Source: an optimization exercise on an open RTL-to-GDS flow (aim: small area, a short achievable clock period and few clock cycles). Production flows keep margins and buffers that such runs may drop. Only simulation tests tie the RTL to the original design; equivalence was not proved. No activity file was given, so power comes from the tool's default toggle rates.

**flow/run.sh**
```bash
#!/bin/bash
# synth_recipe.tcl (not shown) runs the flow's synth.tcl, then flattens the netlist and writes it again
# the make line also repeats each setting of config.mk as NAME=value (left out here)
make -C /OpenROAD-flow-scripts/flow DESIGN_CONFIG=/design/flow/config.mk WORK_HOME=/design/flow/orfs CLKGATE_MAP_FILE= SYNTH_SCRIPT=/design/flow/synth_recipe.tcl finish
```
**flow/config.mk**
```make
export PLATFORM = sky130hd
export DESIGN_NAME = surgeon_core
export DESIGN_NICKNAME = surgeon_core
export VERILOG_FILES = /design/flow/design.v
export SDC_FILE = /design/flow/constraint.sdc
export NUM_CORES = 4
export LEC_CHECK = 0
export CAP_MARGIN = 20
export CORE_MARGIN = 2
export CORE_UTILIZATION = 40
export SETUP_SLACK_MARGIN = 3.0
export SLEW_MARGIN = 20
```
**flow/constraint.sdc**
```tcl
create_clock -name core_clock -period 5.0 [get_ports {clk}]
set_input_delay 1.0000 -clock core_clock [delete_from_list [all_inputs] [get_ports {clk}]]
set_output_delay 1.0000 -clock core_clock [all_outputs]
set_load 0.01 [all_outputs]
```
**flow/design.v**
```verilog
module surgeon_core (
    input  wire        clk,
    input  wire        rst,
    input  wire        cmd_valid,
    output wire        cmd_ready,
    input  wire [63:0] cmd,
    output reg         resp_valid,
    output wire [63:0] resp
);
    reg        u1;
    reg [1:0]  u2;
    reg [2:0]  u3;
    reg [3:0]  u4;
    reg [11:0] u12;
    reg [15:0] tpid, tci;
    reg [47:0] src0, src1, dst0, dst1;
    reg        some0, some1;
    reg [15:0] ttpid0, ttpid1, ttci0, ttci1;    
    reg        ip40, ip41;                      
    wire [3:0]  grp  = cmd[63:60];
    wire [3:0]  lo   = cmd[59:56];
    wire [3:0]  sel  = cmd[55:52];
    wire [3:0]  rsv  = cmd[51:48];
    wire [47:0] data = cmd[47:0];
    wire [15:0] v    = data[15:0];
    wire        b    = data[0];
    wire        h    = sel[0];
    assign cmd_ready = 1'b1;
    wire g1 = (grp == 4'h1);
    wire g2 = (grp == 4'h2);
    wire g3 = (grp == 4'h3);
    wire [15:0] l;
    genvar gi;
    generate
        for (gi = 0; gi < 16; gi = gi + 1) begin : g_lo
            assign l[gi] = (lo == gi);
        end
    endgenerate
    wire z_hi  = (data[47:16] == 32'd0);    
    wire z_mid = (data[15:1] == 15'd0);
    wire z_b0  = ~data[0];
    wire ok_d1 = z_hi & z_mid;               
    wire ok_d0 = ok_d1 & z_b0;               
    wire sel0  = (sel == 4'd0);
    wire selW  = ~sel[3] & (~sel[2] | (sel[1:0] == 2'd0));
    wire selH  = (sel[3:1] == 3'd0);
    wire leg1 = g1 & ~lo[3] & selW &
                ((l[1] | l[2]) ? z_hi : ok_d0);
    wire leg2 = g2 & (lo <= 4'hB) & sel0 &
                ((l[1] | l[2] | l[7] | l[11]) ? z_hi :
                 l[9] ? ok_d1 : ok_d0);
    wire leg3 = g3 & (lo <= 4'hB) & (l[11] ? sel0 : selH) &
                ((l[1] | l[2]) ? 1'b1 :
                 l[10] ? z_hi :
                 l[8] ? ok_d1 : ok_d0);
    wire legal = (rsv == 4'd0) & (leg1 | leg2 | leg3);
    reg prim_big;                        
    always @(*) begin
        case (sel[2:0])
            3'd0:    prim_big = (v[15:1] != 15'd0);
            3'd1:    prim_big = (v[15:2] != 14'd0);
            3'd2:    prim_big = (v[15:3] != 13'd0);
            3'd3:    prim_big = (v[15:4] != 12'd0);
            default: prim_big = (v[15:12] != 4'd0);
        endcase
    end
    wire v_gt7    = (v[15:3] != 13'd0);
    wire v_gtfff  = (v[15:12] != 4'd0);
    wire v_islen  = (v <= 16'd1500);
    wire v_ip4    = (v == 16'h0800);
    wire e_range = (g1 & (l[1] | l[2]) & prim_big) |
                   (g2 & l[7] & v_gt7) |
                   (g2 & l[11] & v_gtfff);
    wire e_islen = g3 & l[10] & v_islen;
    wire e_unkn  = g3 & l[10] & ~v_islen & ~v_ip4;
    wire [3:0] status = ~legal   ? 4'd4 :
                        e_range  ? 4'd1 :
                        e_islen  ? 4'd2 :
                        e_unkn   ? 4'd3 : 4'd0;
    wire ok = legal & ~e_range & ~e_islen & ~e_unkn;
    wire we = cmd_valid & ok & ~rst;
    wire hdr_eq = (src0 == src1) & (dst0 == dst1) & (ip40 == ip41) &
                  (some0 == some1) &
                  (~some0 | ((ttpid0 == ttpid1) & (ttci0 == ttci1)));
    reg [11:0] prim_val, prim_max;
    reg [3:0]  prim_bits;
    always @(*) begin
        case (sel[2:0])
            3'd0:    begin prim_val = {11'd0, u1}; prim_max = 12'h001; prim_bits = 4'd1;  end
            3'd1:    begin prim_val = {10'd0, u2}; prim_max = 12'h003; prim_bits = 4'd2;  end
            3'd2:    begin prim_val = {9'd0,  u3}; prim_max = 12'h007; prim_bits = 4'd3;  end
            3'd3:    begin prim_val = {8'd0,  u4}; prim_max = 12'h00F; prim_bits = 4'd4;  end
            default: begin prim_val = u12;         prim_max = 12'hFFF; prim_bits = 4'd12; end
        endcase
    end
    wire        some_h  = h ? some1  : some0;
    wire [15:0] ttpid_h = h ? ttpid1 : ttpid0;
    wire [15:0] ttci_h  = h ? ttci1  : ttci0;
    wire        ip4_h   = h ? ip41   : ip40;
    reg [47:0] rdata;
    always @(*) begin
        rdata = 48'd0;
        if (g1) begin
            if (l[1]) rdata[15:0]  = v;
            if (l[3]) rdata[11:0]  = prim_val;
            if (l[4]) rdata[0]     = 1'b1;
            if (l[6]) rdata[11:0]  = prim_max;
            if (l[7]) rdata[3:0]   = prim_bits;
        end
        if (g2) begin
            if (l[3])  rdata[15:0] = tpid;
            if (l[4])  rdata[15:0] = tci;
            if (l[5])  rdata[0]    = (tpid == 16'h8100);
            if (l[6])  rdata[2:0]  = tci[15:13];
            if (l[8])  rdata[0]    = tci[12];
            if (l[10]) rdata[11:0] = tci[11:0];
        end
        if (g3) begin
            if (l[3] & ~h)  rdata = src0;
            if (l[3] &  h)  rdata = src1;
            if (l[4] & ~h)  rdata = dst0;
            if (l[4] &  h)  rdata = dst1;
            if (l[7] & some_h) rdata[32:0] = {1'b1, ttpid_h, ttci_h};
            if ((l[9] & ip4_h) | l[10]) rdata[11] = 1'b1;
            if (l[11]) rdata[0] = hdr_eq;
        end
    end
    reg [3:0]  resp_st;
    reg [47:0] resp_rd;
    always @(posedge clk) begin
        resp_valid <= cmd_valid & ~rst;
        resp_st    <= status;
        resp_rd    <= ok ? rdata : 48'd0;
    end
    assign resp = {resp_st, 12'd0, resp_rd};
    wire        we_p  = we & g1 & (l[0] | l[1] | l[2]);
    wire        clr_p = rst | l[0];
    wire [11:0] pv    = v[11:0] & {12{~clr_p}};
    always @(posedge clk) begin
        if (rst | (we_p & (sel[2:0] == 3'd0))) u1  <= pv[0];
        if (rst | (we_p & (sel[2:0] == 3'd1))) u2  <= pv[1:0];
        if (rst | (we_p & (sel[2:0] == 3'd2))) u3  <= pv[2:0];
        if (rst | (we_p & (sel[2:0] == 3'd3))) u4  <= pv[3:0];
        if (rst | (we_p & (sel[2:0] == 3'd4))) u12 <= pv[11:0];
    end
    wire we2     = we & g2;
    wire get_tag = we & g3 & l[7] & some_h;
    always @(posedge clk) begin
        if (rst) begin
            tpid <= 16'h8100;
            tci  <= 16'h0000;
        end else if (get_tag) begin
            tpid <= ttpid_h;
            tci  <= ttci_h;
        end else if (we2) begin
            if (l[0] | l[1]) tpid <= 16'h8100;
            if (l[2])        tpid <= v;
            if (l[0])        tci  <= 16'h0000;
            if (l[1])        tci  <= v;
            if (l[7])        tci[15:13] <= v[2:0];
            if (l[9])        tci[12]    <= b;
            if (l[11])       tci[11:0]  <= v[11:0];
        end
    end
    wire        we3 = we & g3;
    wire [47:0] md  = data & {48{~rst}};
    wire clr0 = rst | (we3 & l[0] & ~h);
    wire clr1 = rst | (we3 & l[0] &  h);
    always @(posedge clk) begin
        if (clr0 | (we3 & l[1] & ~h)) src0 <= md;
        if (clr1 | (we3 & l[1] &  h)) src1 <= md;
        if (clr0 | (we3 & l[2] & ~h)) dst0 <= md;
        if (clr1 | (we3 & l[2] &  h)) dst1 <= md;
        if (clr0 | (we3 & l[6] & ~h)) some0 <= 1'b0;
        else if (we3 & l[5] & ~h)     some0 <= 1'b1;
        if (clr1 | (we3 & l[6] &  h)) some1 <= 1'b0;
        else if (we3 & l[5] &  h)     some1 <= 1'b1;
        if (we3 & l[5] & ~h) begin ttpid0 <= tpid; ttci0 <= tci; end
        if (we3 & l[5] &  h) begin ttpid1 <= tpid; ttci1 <= tci; end
        if (clr0)                      ip40 <= 1'b0;
        else if (we3 & l[8] & ~h)      ip40 <= b;
        else if (we3 & l[10] & ~h)     ip40 <= 1'b1;
        if (clr1)                      ip41 <= 1'b0;
        else if (we3 & l[8] &  h)      ip41 <= b;
        else if (we3 & l[10] &  h)     ip41 <= 1'b1;
    end
endmodule
```
==> results of run 1 <==
[worst max-delay path by stage]
| stage | from | endpoint | slack, ps |
|---|---|---|---|
| finish | cmd[26] | src1[21]$_DFFE_PP_ | 1690 |
| global route | cmd[31] | src0[26]$_DFFE_PP_ | 1640 |
| CTS | cmd[39] | dst0[41]$_DFFE_PP_ | 1770 |
| detailed placement | cmd[14] | dst0[31]$_DFFE_PP_ | 560 |
| global placement | cmd[53] | dst0[31]$_DFFE_PP_ | 520 |
| floorplan | cmd[15] | dst0[0]$_DFFE_PP_ | 360 |
[registers in the layout, indices dropped and copies added (netlist names), 16 cells and up]
signal / count
dst0: 48
dst1: 48
resp_rd: 48
src0: 48
src1: 48
tci: 16
tpid: 16
ttci0: 16
ttci1: 16
ttpid0: 16
ttpid1: 16
[layer usage]
| layer | wire length (um) | up-vias |
|---|---|---|
| li1 | - | 5876 |
| met1 | 26640 | 6762 |
| met2 | 29880 | 758 |
| met3 | 6097 | 183 |
| met4 | 2985 | 0 |
| met5 | 0 | - |
[through the flow]
stage | power, mW | area (sq um) | setup WS (ps) | hold slack (ps) | util, %
global placement | 4.204 | 19360 | 519.9 | 487.4 | 46.16
global route | 7.567 | 23610 | 1637 | 524.9 | 56.29
CTS | 7.363 | 22710 | 1773 | 503.7 | 54.13
floorplan | 3.924 | 17500 | 355.3 | 440.3 | -
finish | 7.387 | 23610 | 1693 | 523.8 | 56.30
detailed placement | 4.209 | 19360 | 560.1 | 492.2 | 46.16
[cell families (layout without fill, tap and decap cells)]
kind of cell | after synthesis | count (layout) | synth area share (%)
AND/OR/NAND/NOR | 366 | 374 | 11.74
flip-flops | 366 | 366 | 59.36
other | 2 | 15 | 0.04409
XOR/XNOR | 129 | 129 | 6.633
AO/OA/AOI/OAI | 300 | 300 | 13.25
buffers and inverters | 109 | 406 | 2.836
multiplexers | 100 | 100 | 6.141
[worst reg2reg max path, delay by kind of cell, from the launching register on]
| family | cells | cell delay [ps] |
|---|---|---|
| and+or+nand+nor | 4 | 1340 |
| xor gates and xnor gates | 1 | 470 |
| AOI/OAI and AO/OA | 2 | 400 |
| DFF | 1 | 390 |
[final cells by class]
cell class,instances,area [sq um]
clock inverters,15,210.2
well taps,539,674.4
fillers,3357,18330
inverters,13,53.80
repair buffers,319,3586
diodes,1,2.502
flip-flops and latches,366,10150
clock buffers,59,1134
multi-input cells,917,7800
[what timing repair did]
item | in CTS | in global routing
gates resized for setup | 655 | 174
pin swaps | 53 | 62
setup buffers | 95 | 18
gates cloned | 29 | 11
setup endpoints to repair | 443 | 409
[synthesized netlist by cell type (all sizes together), types with 18 or more instances]
cell type  instances  area share, %
a21oi             66            2.0
a221oi            36            1.9
buf               41            1.3
clkbuf            55            1.2
dfxtp             88             10
edfxtp           278             49
mux2              26            1.7
mux2i             73            4.3
nand2             56            1.3
nand4             25           0.92
nor2             107            2.4
nor2b             49            1.8
nor4              38            1.6
o21ai             38            1.1
o22ai             18           0.66
xnor2             58            3.0
xor2              71            3.7
[power by group]
| group | switching, mW | internal, mW |
|---|---|---|
| logic | 0.472 | 0.341 |
| registers | 0.0869 | 3.42 |
| clock network | 1.23 | 1.83 |
| total | 1.79 | 5.60 |
==> flow_summary.json, run 1 <==
{
  "root_buffer": "clkbuf_16",
  "rows": 75,
  "rr_worst_depth": 7,
  "crit_required_ps": 5250,
  "critical_path.n_buffers_inverters": 7,
  "post_synth_instance_area_sq_um": 17030,
  "routabilityCongestion": 0.9679,
  "worst_skew_pair.late_latency_ps": 580,
  "gr-max-usage-layer": "met2",
  "dp_hpwl_mm": 41.70,
  "core_area_sq_um": 41950,
  "hold_class": "reg -> reg",
  "global_route_wire_length_before_repair_mm": 92.09,
  "run_status": "finished clean",
  "count_of_unique_library_cells_instantiated_by_yosys": 89,
  "port_buffers": 118,
  "reg2reg_from": "dst0[43]$_DFFE_PP_",
  "detailroute.via_count": 13579,
  "synth-seq-area-share_pct": 59.36,
  "die_x_um": 210.4,
  "syn_avg_cell_area_sq_um": 12.41,
  "timing.max_cap.violations": 0,
  "holdCritStartpoint": "tci[11]$_SDFFE_PP0P_",
  "gr-usage-met2_pct": 45.09,
  "synth_enable_flop_cells": 278,
  "fraction_of_synthesis_flops_using_an_asynchronous_set_or_reset_pin_pct": 0,
  "rsz_0062_raised_after_global_routing": "true",
  "slowest_stage_delay_cp_ps": 400,
  "post_layout_nonfiller_instances": 2229,
  "synthFlopType": "edfxtp_1",
  "layout-drive-gt1-share_pct": 35.46,
  "worst_path_most_repeated_cell": "buf_6",
  "placedCellCount": 2001,
  "initial_antenna_violation_count": 0,
  "syn_warnings": 1,
  "global_route.usage.total_pct": 28.89,
  "cp_data_arrival_time_ps": 3560,
  "path_clk_slew_ps": 60,
  "via_per_inst": 6.092,
  "synthesis.instances": 1372,
  "layout_worst_path_cycle_share_pct": 66.14,
  "post-route-min-period_ps": 3307,
  "numClockSinks": 366,
  "worstReg2RegEnd": "resp_rd[0]$_SDFF_PP0_",
  "initial_utilization_pct": 40.61,
  "grt_overflow": 0,
  "path_class": "in -> reg",
  "number_of_synthesized_register_bits": 366,
  "wirelength_mm": 65.60,
  "p_per_area_nw_per_um2": 312.8,
  "timing.hold.worst_path_depth": 0,
  "cp_top_family": "buffers and inverters",
  "grtUsageMet3_pct": 6.243,
  "worstMarginPinSlew_ps": 850.5,
  "timing.critical_path.slowest_stage_cell": "a2111oi_4",
  "ios": 133,
  "max_freq_ghz": 0.3024,
  "critPathLaunchType": "input port",
  "worst_slew_margin_rel_pct": 41.68,
  "htreeDepth": 2,
  "grt.met1_usage_pct": 39.21,
  "first_iter_violations": 1608,
  "wl_per_cell_um": 29.43,
  "die_height_um": 210.4,
  "cp_cell_sequence": "clkbuf_2, nor4_2, nand4_1, buf_6, a2111oi_4, o21ai_2, a21oi_4, nand2_4, buf_6, buf_4, buf_4, o41ai_4, buf_6, buf_16",
  "setup_viol_count_final": 0,
  "cts_hold_buffers": 0,
  "final-max-slew-violation-count": 0,
  "worstPathMaxFanout": 24,
  "timing_hold_violations_final": 0,
  "crit_path_end_kind": "register",
  "route.antenna.remaining_nets": 0,
  "clock-skew-final_ps": 31.02,
  "design.die.area_sq_um": 44250,
  "vdd_ir_drop_max_uv": 248.7,
  "tritoncts": "done",
  "drc": 0,
  "timing.critical_path.depth": 14,
  "cts_inserted_buffers": 40,
  "maximum_number_of_pins_on_one_net_before_global_route_repair": 71,
  "via_count_of_the_first_global_routing_pass": 13248,
  "most_common_cell_after_layout_fill_and_taps_aside": "edfxtp_1",
  "most-common-layout-cells": "278 x edfxtp_1, 107 x buf_4, 79 x buf_6",
  "net_count_final": 1724,
  "final.setup.tns_ps": 0,
  "power_leakage_nw": 8.355,
  "clock_tree_buf_depth": 3,
  "syn2layout_area_growth_pct": 38.64,
  "min_delay_worst_endpoint": "ttci1[11]$_DFFE_PP_",
  "firstDrtPassIters": 6,
  "r2r_slack_ps": 2320
}
Testbench counts, summed over its fixed seeds: cycles 12,008.
==> run 2: changes to the inputs <==
--- a/flow/config.mk
+++ b/flow/config.mk
@@ -10,3 +10,2 @@
 export CORE_UTILIZATION = 40
-export SETUP_SLACK_MARGIN = 3.0
 export SLEW_MARGIN = 20
==> run 2 against run 1 <==
Effect of this change: critical endpoint is now src0[4]$_DFFE_PP_; clock skew is 14 ps lower; global-route usage is 3.1 points lower; register-to-register slack worse by 110 ps; cell count is 6.6% lower; largest power group unchanged; still clean on timing, DRC and antenna; sequential cell count stayed put; setup slack worse by 670 ps; clock power is 9.1% lower; sequential power hardly changed; routed wire length is 13% lower; combinational power is 22% lower; critical path depth is 5 lower.
==> flow_summary.json, run 2 <==
{
  "vdd_ir_drop_max_uv": 259.0,
  "report.power.total_mw": 6.930,
  "synth-seq-area-share_pct": 59.36,
  "post-route-min-period_ps": 3978,
  "clock-skew-final_ps": 17.29,
  "rows": 75,
  "syn_avg_cell_area_sq_um": 12.41,
  "diodes": 0,
  "detailroute.via_count": 12436,
  "run_status": "finished clean",
  "design.die.area_sq_um": 44250,
  "p_per_area_nw_per_um2": 339.4,
  "clock_tree_buf_depth": 3,
  "crit_required_ps": 5230,
  "via_count_of_the_first_global_routing_pass": 12217,
  "r2r_slack_ps": 2210,
  "critPathLaunchType": "input port",
  "layout_worst_path_cycle_share_pct": 79.57,
  "critical_path.n_buffers_inverters": 2,
  "count_of_unique_library_cells_instantiated_by_yosys": 89,
  "final-max-slew-violation-count": 0,
  "yosys.cell_count.top_type": "edfxtp_1",
  "timing.max_cap.violations": 0,
  "worstReg2RegEnd": "resp_rd[0]$_SDFF_PP0_",
  "worst_slew_margin_rel_pct": 34.58,
  "firstDrtPassIters": 8,
  "yosys.area.top_type_share_pct": 49.01,
  "holdCritStartpoint": "tci[1]$_SDFFE_PP0P_",
  "global_route.usage.total_pct": 25.83,
  "post_layout_nonfiller_instances": 2082,
  "max_freq_ghz": 0.2514,
  "cp_data_arrival_time_ps": 4210,
  "cp_cell_sequence": "clkdlybuf4s50_1, nor4_4, nand4b_2, o32ai_4, o2111ai_2, a21oi_4, nand2_2, o41ai_4, buf_12",
  "synth_top_cells_by_area": "edfxtp_1 49%, dfxtp_1 10%, mux2i_1 4.3%",
  "global_route_wire_length_before_repair_mm": 82.06,
  "net_count_final": 1580,
  "cts_hold_buffers": 0,
  "initial_utilization_pct": 40.61,
  "ios": 133,
  "wirelength_mm": 57.25,
  "drc": 0,
  "cts.repair_timing.setup_buffer_count": 0,
  "filler_cell_count": 3688,
  "number_of_synthesized_register_bits": 366,
  "worstPathMaxFanout": 43,
  "placedCellCount": 2011,
  "slowest_stage_delay_cp_ps": 590,
  "root_buffer": "clkbuf_16",
  "syn2layout_area_growth_pct": 19.89,
  "postCtsResizedCells": 0,
  "via_per_inst": 5.973,
  "timing.critical_path.slowest_stage_cell": "clkdlybuf4s50_1",
  "reg2reg_from": "ttpid0[4]$_DFFE_PP_",
  "synthFlopType": "edfxtp_1",
  "grt_overflow": 0,
  "setup_viol_count_final": 0,
  "numClockSinks": 366,
  "most_common_cell_after_layout_fill_and_taps_aside": "edfxtp_1",
  "path_class": "in -> reg",
  "die_x_um": 210.4,
  "power_leakage_nw": 6.797,
  "tritoncts": "done",
  "post-synth-top-area-cell": "edfxtp_1",
  "layout-drive-gt1-share_pct": 12.18,
  "die_height_um": 210.4,
  "timing.hold.worst_path_depth": 0,
  "port_buffers": 118,
  "synthesis.instances": 1372,
  "syn_warnings": 1,
  "cp_top_family": "compound AO/OA/AOI/OAI gates",
  "path_clk_slew_ps": 60,
  "rr_worst_depth": 7,
  "crit_path_end_kind": "register",
  "rsz_0062_raised_after_global_routing": "false",
  "synth_enable_flop_cells": 278,
  "first_iter_violations": 1501,
  "routabilityCongestion": 0.9597,
  "most-common-layout-cells": "278 x edfxtp_1, 116 x clkdlybuf4s50_1, 107 x nor2_1",
  "dp_hpwl_mm": 41.21,
  "post_synth_instance_area_sq_um": 17030,
  "yosys-top-cells-count": "278 x edfxtp_1, 107 x nor2_1, 88 x dfxtp_1",
  "route.antenna.remaining_nets": 0,
  "timing_hold_violations_final": 0,
  "cts_inserted_buffers": 39,
  "hold_class": "reg -> reg",
  "worst_skew_pair.late_latency_ps": 560,
  "wl_per_cell_um": 27.50,
  "maximum_number_of_pins_on_one_net_before_global_route_repair": 71,
  "fraction_of_synthesis_flops_using_an_asynchronous_set_or_reset_pin_pct": 0,
  "worstMarginPinSlew_ps": 981.3,
  "min_delay_worst_endpoint": "ttci1[1]$_DFFE_PP_",
  "initial_antenna_violation_count": 2,
  "core_area_sq_um": 41950,
  "htreeDepth": 2
}
run 2: changes by cell type in the layout (fill, tap and decap cells not counted), moves of 35 or more:
cell             before  now
buf_2                40    1
buf_4               107   60
buf_6                79    1
clkdlybuf4s50_1       0  116
nor2_1               57  107
nor2_4               35    0
run 2: cell type report:
| cell class | count | area, sq um | area share, % |
|---|---|---|---|
| timing repair buffer | 184 | 1748 | 8.560 |
| sequential | 366 | 10110 | 49.51 |
| inverter | 13 | 48.80 | 0.2390 |
| tap | 539 | 674.4 | 3.303 |
| clock inverter | 19 | 165.2 | 0.8088 |
| multi-input combinational | 909 | 6619 | 32.41 |
| clock buffer | 52 | 1055 | 5.165 |
run 2: power breakdown:
| part | switching, mW | internal [mW] | leakage (nW) |
|---|---|---|---|
| Sequential | 0.0854 | 3.42 | 3.22 |
| Combinational | 0.393 | 0.241 | 2.98 |
| Clock | 1.19 | 1.60 | 0.594 |
| Total | 1.67 | 5.26 | 6.80 |
run 2: worst max-delay path by stage:
stage | startpoint | endpoint | slack [ps] | depth (start not counted)
after floorplan | cmd[3] | dst0[0]$_DFFE_PP_ | -780 | 7
after global placement | cmd[32] | dst1[21]$_DFFE_PP_ | 440 | 10
after detailed placement | cmd[32] | src0[31]$_DFFE_PP_ | 460 | 10
after CTS | cmd[32] | src0[4]$_DFFE_PP_ | 1040 | 10
after global routing | cmd[13] | src0[4]$_DFFE_PP_ | 910 | 9
final | cmd[13] | src0[4]$_DFFE_PP_ | 1020 | 9
run 2: routing by layer:
layer	GRT usage [%]	wire (um)	vias up
li1	-	-	5543
met5	0	13	-
met2	39.67	25690	570
met3	7.047	5166	118
met1	34.37	23730	6203
met4	11.20	2658	2
run 2: cells by family (layout without fill, tap and decap cells):
| group | count (synthesis) | count (layout) | share of synthesized area (%) |
|---|---|---|---|
| flops | 366 | 366 | 59.36 |
| simple gates | 366 | 366 | 11.74 |
| other cells | 2 | 14 | 0.04409 |
| mux | 100 | 100 | 6.141 |
| buf+inv | 109 | 268 | 2.836 |
| compound gates | 300 | 300 | 13.25 |
| xor+xnor | 129 | 129 | 6.633 |
run 2: through the flow:
stage	util (%)	hold WS [ps]	cell area [sq um]	worst slack (ps)	setup TNS [ps]
after CTS	48.67	500.0	20420	1041	0
after floorplan	-	440.3	17110	-778.5	-149480
final	48.68	507.0	20420	1022	0
after detailed placement	45.77	486.8	19200	463.3	0
after global placement	45.77	467.6	19200	443.9	0
after global routing	48.68	514.4	20420	908.5	0
==> run 3: changes to the inputs <==
--- a/flow/config.mk
+++ b/flow/config.mk
@@ -7,2 +7,3 @@
 export LEC_CHECK = 0
+export ABC_CLOCK_PERIOD_IN_PS = 1000
 export CAP_MARGIN = 20
==> run 3 against run 2 <==
Effect of this change: via count did not move; area after synthesis did not move; sequential share of layout area did not move; power did not move; sequential power barely moved; routed wire length did not move; core utilization did not move; sequential cell count did not move; clock-buffer cell count did not move; largest cell class unchanged; largest power group unchanged.
==> flow_summary.json, run 3 <==
{
  "layout-drive-gt1-share_pct": 12.18,
  "vdd_ir_drop_max_uv": 259.0,
  "yosys.area.top_type_share_pct": 49.01,
  "top_signal_layer_used": "met5",
  "setup_viol_count_final": 0,
  "post-route-min-period_ps": 3978,
  "diodes": 0,
  "global_route.usage.total_pct": 25.83,
  "worst_slew_margin_rel_pct": 34.58,
  "initial_antenna_violation_count": 2,
  "routabilityCongestion": 0.9597,
  "hold_class": "reg -> reg",
  "power.sequential.fraction_pct": 50.6,
  "final-max-slew-violation-count": 0,
  "met3_length_mm": 5.166,
  "post_synth_instance_area_sq_um": 17030,
  "drc": 0,
  "synthesis.instances": 1372,
  "critPathLaunchType": "input port",
  "path_clk_slew_ps": 60,
  "worst_skew_pair.late_latency_ps": 560,
  "firstDrtPassIters": 8,
  "initial_utilization_pct": 40.61,
  "met2WireLength_mm": 25.69,
  "path_class": "in -> reg",
  "net_count_final": 1580,
  "switching_share_pct": 24.07,
  "number_of_synthesized_register_bits": 366,
  "slowest_stage_delay_cp_ps": 590,
  "first_iter_violations": 1501,
  "largest_family_of_logic_cells_by_synthesized_area": "compound AO/OA/AOI/OAI gates",
  "post_synth_xor_area_fraction_pct": 6.633,
  "filler_cell_count": 3688,
  "via_per_inst": 5.973,
  "port_buffers": 118,
  "clk_pwr_share_pct": 40.2,
  "cts_hold_buffers": 0,
  "run_status": "finished clean",
  "synth_compound_gate_area_share_pct": 13.25,
  "layout_worst_path_cycle_share_pct": 79.57,
  "clock-skew-final_ps": 17.29,
  "fraction_of_synthesis_flops_using_an_asynchronous_set_or_reset_pin_pct": 0,
  "htreeDepth": 2,
  "yosys-top-cells-count": "278 x edfxtp_1, 107 x nor2_1, 88 x dfxtp_1",
  "wirelength_mm": 57.25,
  "cp_data_arrival_time_ps": 4210,
  "numClockSinks": 366,
  "worstPathMaxFanout": 43,
  "p_per_area_nw_per_um2": 339.4,
  "power_leakage_nw": 6.797,
  "simple_gate_area_share_of_the_yosys_netlist_pct": 11.74,
  "cts.repair_timing.setup_buffer_count": 0,
  "tritoncts": "done",
  "syn_warnings": 1,
  "rsz_0062_raised_after_global_routing": "false",
  "clock_tree_buf_depth": 3,
  "synth_enable_flop_cells": 278,
  "timing.max_cap.violations": 0,
  "timing.critical_path.slowest_stage_cell": "clkdlybuf4s50_1",
  "p_switching_mw": 1.668,
  "root_buffer": "clkbuf_16",
  "syn2layout_area_growth_pct": 19.89,
  "internal_portion_of_total_power_mw": 5.262,
  "grt_overflow": 0,
  "m1WireLength_mm": 23.73,
  "timing_hold_violations_final": 0,
  "via_count_of_the_first_global_routing_pass": 12217,
  "most-common-layout-cells": "278 x edfxtp_1, 116 x clkdlybuf4s50_1, 107 x nor2_1",
  "die_height_um": 210.4,
  "cp_cell_sequence": "clkdlybuf4s50_1, nor4_4, nand4b_2, o32ai_4, o2111ai_2, a21oi_4, nand2_2, o41ai_4, buf_12",
  "die_x_um": 210.4,
  "postCtsResizedCells": 0,
  "global_route_wire_length_before_repair_mm": 82.06,
  "crit_path_end_kind": "register",
  "syn_avg_cell_area_sq_um": 12.41,
  "synth_top_cells_by_area": "edfxtp_1 49%, dfxtp_1 10%, mux2i_1 4.3%",
  "yosys.cell_count.top_type": "edfxtp_1",
  "max_freq_ghz": 0.2514,
  "synth.mux.area_fraction_pct": 6.141,
  "placedCellCount": 2011,
  "core_area_sq_um": 41950,
  "critical_path.n_buffers_inverters": 2,
  "ios": 133,
  "crit_required_ps": 5230,
  "dp_hpwl_mm": 41.21,
  "post_synth_fa_ha_maj_area_fraction_pct": 0,
  "worstMarginPinSlew_ps": 981.3,
  "part_of_the_total_power_dissipated_in_combinational_logic_pct": 9.1,
  "most_common_cell_after_layout_fill_and_taps_aside": "edfxtp_1",
  "design.die.area_sq_um": 44250,
  "post_layout_nonfiller_instances": 2082,
  "detailroute.via_count": 12436,
  "synthFlopType": "edfxtp_1",
  "maximum_number_of_pins_on_one_net_before_global_route_repair": 71,
  "route.antenna.remaining_nets": 0,
  "rows": 75,
  "cp_top_family": "compound AO/OA/AOI/OAI gates",
  "final.setup.tns_ps": 0,
  "post-synth-top-area-cell": "edfxtp_1",
  "count_of_unique_library_cells_instantiated_by_yosys": 89,
  "cts_inserted_buffers": 39,
  "wl_per_cell_um": 27.50,
  "synth-seq-area-share_pct": 59.36
}
[run 3: cell counts after synthesis]
Identical to the previous run, type by type.
[run 3: cells by family after synthesis]
family / count (synthesis)
muxes: 100
other: 2
AOI/OAI and AO/OA: 300
buffers and inverters: 109
xor gates and xnor gates: 129
and+or+nand+nor: 366
DFF: 366
[run 3: path summary, 6_finish.rpt]
path | start | to | slack, ps | depth (start not counted)
min reg2reg | tci[1]$_SDFFE_PP0P_ | ttci1[1]$_DFFE_PP_ | 510 | 0
max reg2reg | ttpid0[4]$_DFFE_PP_ | resp_rd[0]$_SDFF_PP0_ | 2210 | 7
max | cmd[13] | src0[4]$_DFFE_PP_ | 1020 | 9
min | tci[1]$_SDFFE_PP0P_ | ttci1[1]$_DFFE_PP_ | 510 | 0
[run 3: per-stage QoR]
step	power (mW)	area [sq um]	hold WS [ps]	setup slack (ps)	utilization (%)
floorplan	3.906	17110	440.3	-778.5	-
global placement	4.188	19200	467.6	443.9	45.77
detailed placement	4.195	19200	486.8	463.3	45.77
CTS	6.964	20420	500.0	1041	48.67
global route	7.146	20420	514.4	908.5	48.68
finish	6.930	20420	507.0	1022	48.68
[run 3: cell type report]
type,instances,area [sq um],share of cell area (%)
clock buffer,52,1055,5.165
clock inverter,19,165.2,0.8088
inverter,13,48.80,0.2390
multi-input combinational,909,6619,32.41
sequential,366,10110,49.51
tap,539,674.4,3.303
timing repair buffer,184,1748,8.560
[run 3: layer usage]
| metal | GRT usage [%] | up-vias |
|---|---|---|
| li1 | - | 5543 |
| met1 | 34.37 | 6203 |
| met2 | 39.67 | 570 |
| met3 | 7.047 | 118 |
| met4 | 11.20 | 2 |
| met5 | 0 | - |
[run 3: power groups by stage]
stage	Clock [mW]	Sequential (mW)	Combinational, mW
floorplan	0	3.56	0.348
global placement	0	3.56	0.624
detailed placement	0	3.57	0.624
CTS	2.83	3.51	0.628
global route	2.95	3.52	0.670
finish	2.79	3.51	0.634

## what the ideal ports hide
The results above use ideal ports. As a check the final layouts listed here were re-extracted and re-timed, cells and wires unchanged. Step 1 (the two cells are an assumption about what drives the block):
set clk [get_ports {clk}]
set_driving_cell -lib_cell sky130_fd_sc_hd__clkbuf_16 $clk
set_driving_cell -lib_cell sky130_fd_sc_hd__buf_2 [delete_from_list [all_inputs] $clk]
Step 2, shift: input delay + t, output delay - t, t = (earliest + latest rising clock arrival at the registers) / 2. This alone moves slack from input paths to output paths. Slacks: ideal ports / drivers / drivers and shift; pairs: ideal ports / drivers.
| run | t (ns) | setup WS [ns] | worst setup path after step 2 | slew at the worst register clock pin (ns) |
|---|---|---|---|---|
| run 1 | 0.627 | 1.693 / 1.718 / 1.091 | input to register | 0.07 / 0.07 |
| run 2 | 0.617 | 1.022 / 1.061 / 0.444 | input to register | 0.07 / 0.07 |
| run 3 | 0.617 | 1.022 / 1.061 / 0.444 | input to register | 0.07 / 0.07 |
After both steps every run listed still meets setup and hold. For run 1, which loses most, drivers alone change the setup slack by +0.025 ns; drivers and shift together by -0.602 ns.
